Background: an optimization exercise with open tools, aiming at small area, a short achievable clock period and few clock cycles per item. Do not read the settings as production practice. In this exercise RTL edits were held to simulation tests only and were not proved equivalent to the original. No activity file was given, so power comes from the tool's default toggle rates.

## P
// qip_qnt
module qip_qnt (
    input  wire        clk,
    input  wire        rst,           
    input  wire        in_valid,
    output reg         in_ready,
    input  wire [2:0]  in_op,
    input  wire [23:0] in_data,
    input  wire        in_mix,        
    input  wire [6:0]  in_draw,       
    output reg         out_valid,
    input  wire        out_ready,
    output reg  [7:0]  out_byte,
    output wire [11:0] out_slot,
    output reg         out_last       
);
Size: about 800 cells after synthesis, about 88 flip-flops, about 62 I/O pins.
clock: 20.0 ns
lec_check: 0
abc_area: 1
cap_margin: 20
core_margin: 2
core_utilization: 60
cts_buf_list: sky130_fd_sc_hd__clkbuf_8
slew_margin: 20
synth_hierarchical: 1
synth_minimum_keep_size: 0
standard.sh (not shown) runs the stock make flow with config.mk's settings and CLKGATE_MAP_FILE= SYNTH_SCRIPT=/design/flow/synth_recipe.tcl, a recipe that flattens the netlist after the stock synthesis.
==> flow/flow/run.sh <==
#!/bin/bash
# Layout flow: the standard flow (standard.sh, unchanged synthesis), with
# the smallest buffers on the ports and timing repair aimed at a setup slack of
# 14.9 ns on the design's 20 ns clock (the SDC is the design's, unchanged).
# make's full output goes to flow_make.log here; ORFS keeps each step's own
# log under orfs/logs/.
set -euo pipefail
bash standard.sh \
  "BUFFER_PORTS_ARGS=-buffer_cell sky130_fd_sc_hd__buf_1" \
  SETUP_SLACK_MARGIN=14.9 \
  finish > flow_make.log 2>&1
Testbench counts of P, summed over its fixed seeds: cycles 32,016, items 31,428.
Relative to P, the following input files were edited for R:
diff --git a/flow/design.v b/flow/design.v
--- a/flow/design.v
+++ b/flow/design.v
@@ -399,26 +399,26 @@
     wire [7:0] res_hi = is_b ? s1_b : 8'hA0;
     wire [1:0] qq     = {q1, q0};
     wire [7:0] res_byte = {res_hi[7:2], ({2{is_pg}} & qq) | base};
     wire       res_push  = s1_op[2] | (s1_op[1] & s1_op[0]);
     wire       res_start = (s1_op == OP_START);
     reg       st_pend;           
     reg       v1, v2;
     reg [7:0] q1_byte, q2_byte;
     reg       q1_st, q2_st;
-    reg [4:0] yc;                
+    reg [4:0] kc;                
     wire pop = out_valid && out_ready;
     reg  [8:0] sh;               
-    assign out_slot = {sh, yc[2:0]};
-    wire       y_m3  = yc[1] & yc[0];
-    wire       y_23  = y_m3 & yc[4] & yc[2];
-    wire [4:0] e     = y_m3 ? (y_23 ? 5'b10101 : 5'b11000) :
-                       !yc[2] ? 5'd3 : yc[4] ? 5'd1 : 5'd4;
+    reg  [2:0] sl;               
+    assign out_slot = {sh, sl};
+    localparam [31:0] E0 = 32'h002d6735, E1 = 32'h00252525, E2 = 32'h005a1042,
+                      E3 = 32'h00808888, E4 = 32'h00888888;
+    wire [4:0] e = {E4[kc], E3[kc], E2[kc], E1[kc], E0[kc]};
     wire [4:0] lc;
     wire [3:0] ls;
     assign lc[0] = 1'b0;
     genvar gi;
     generate
         for (gi = 0; gi < 4; gi = gi + 1) begin : g_lo
             assign ls[gi]   = sh[gi] ^ e[gi] ^ lc[gi];
             assign lc[gi+1] = (sh[gi] & e[gi]) | (lc[gi] & (sh[gi] ^ e[gi]));
         end
@@ -431,36 +431,38 @@
         for (gi = 0; gi < 5; gi = gi + 1) begin : g_hi
             assign hs[gi]   = sh[gi+4] ^ ht[gi];
             assign ht[gi+1] = (sh[gi+4] ^ e[4]) & ht[gi];
         end
     endgenerate
     wire       pwrap = !e[4] && c4 && sh[8] && sh[6];           
     wire       nwrap = e[4] && !c4 && !(|sh[8:4]);              
     wire [4:0] nh_hi = nwrap ? 5'b10100 : pwrap ? 5'b00000 : hs;
     wire [8:0] nsh   = {nh_hi, ls};
-    wire [4:0] y5    = yc + 5'd5;
-    wire [4:0] nyc   = (yc[4] & (yc[2] | (yc[1] & yc[0]))) ? y5 - 5'd24 : y5;    
+    wire       kc23  = kc[4] & kc[2] & kc[1] & kc[0];
+    wire [4:0] nkc   = kc23 ? 5'd0 : {kc[4] ^ (&kc[3:0]), kc[3] ^ (&kc[2:0]), kc[2] ^ (&kc[1:0]),
+                                       kc[1] ^ kc[0], ~kc[0]};
     wire       ld_skid = v1;
     wire [7:0] ld_byte = {ld_skid ? q1_byte[7:2] : res_hi[7:2],
                           ({2{!ld_skid && is_pg}} & qq) | (ld_skid ? q1_byte[1:0] : base)};
     wire       ld_st   = ld_skid ? q1_st : st_pend;
     wire head_free = !out_valid || pop;
     wire       q1_take = pop ? !v2 : !v1;
     wire [7:0] q1_keep = pop ? q2_byte : q1_byte;
     wire ld_head   = head_free && (v1 || res_push);
     wire v1_n = pop ? (v2 || (v1 && res_push)) : (v1 || (out_valid && res_push));
     wire v2_n = pop ? (v2 && res_push) : (v2 || (v1 && res_push));
     always @(posedge clk) begin
         if (ld_head) begin
             out_byte <= ld_byte;
             sh       <= ld_st ? 9'd3 : nsh;
-            yc       <= ld_st ? 5'd0 : nyc;
-            out_last <= !ld_st && (yc == 5'd14);            
+            kc       <= ld_st ? 5'd0 : nkc;
+            out_last <= !ld_st && (kc == 5'd22);
+            sl       <= ld_st ? 3'd0 : {nkc[2] ^ nkc[0], nkc[1], nkc[0]};
         end
         q1_byte <= {q1_take ? res_hi[7:2] : q1_keep[7:2],
                     ({2{q1_take && is_pg}} & qq) | (q1_take ? base : q1_keep[1:0])};
         q1_st   <= q1_take ? st_pend : (pop ? q2_st : q1_st);
         if (!(v2 && !pop)) begin
             q2_byte <= res_byte;
             q2_st   <= st_pend;
         end
         if (rst) begin
R completed; timing, DRC and antenna clean. Summary of R over P: number of placed instances, taps included rose by 51, multi-input combinational area share did not really move, final non-filler cell total +53, overall power after layout rose about 4%. Max combinational power share across P and R: P. In R, the worst supply voltage drop on vdd came out about 10% below the value in P. Comparing P and R, layout overhead on the synthesized area is lower on P. [compare] base=P new=R: number of cells produced by synthesis now larger, final instance area now larger, mapped cell area now larger, fraction of final layout cells sized beyond drive strength 1 now larger. The share of the clock period used by the worst path after layout was comparable across P and R.
Testbench counts of R, summed over its fixed seeds: cycles 32,016, items 31,428.

static timing again, ports no longer ideal:
The results above use ideal ports. As a check the final layouts listed here were re-extracted and re-timed, cells and wires unchanged. Step 1 (the two cells are an assumption about what drives the block):
set clk [get_ports {clk}]
set_driving_cell -lib_cell sky130_fd_sc_hd__clkbuf_16 $clk
set_driving_cell -lib_cell sky130_fd_sc_hd__buf_2 [delete_from_list [all_inputs] $clk]
Step 2 adds t to the input delays and takes it off the output delays; t is the mean of the earliest and latest rising clock arrival at the registers after step 1. Input paths then give back, and output paths get back, about the clock's delay inside the block. a / b / c = no drivers / after step 1 / after step 2; a / b = the first two.
| run | t, ns | slack for setup (ns) | worst hold slack (ns) | worst data-port slew with drivers (ns) | cell pins on the clock port's net |
|---|---|---|---|---|---|
| P | 0.398 | 14.974 / 14.937 / 14.637 | 0.511 / 0.511 / 0.511 | 0.04 | 1 |
| R | 0.395 | 14.990 / 14.954 / 14.698 | 0.497 / 0.497 / 0.497 | 0.04 | 1 |
After both steps setup and hold are still met in every run listed. For P, which loses most, drivers alone change the setup slack by -0.037 ns; drivers and shift together by -0.337 ns.
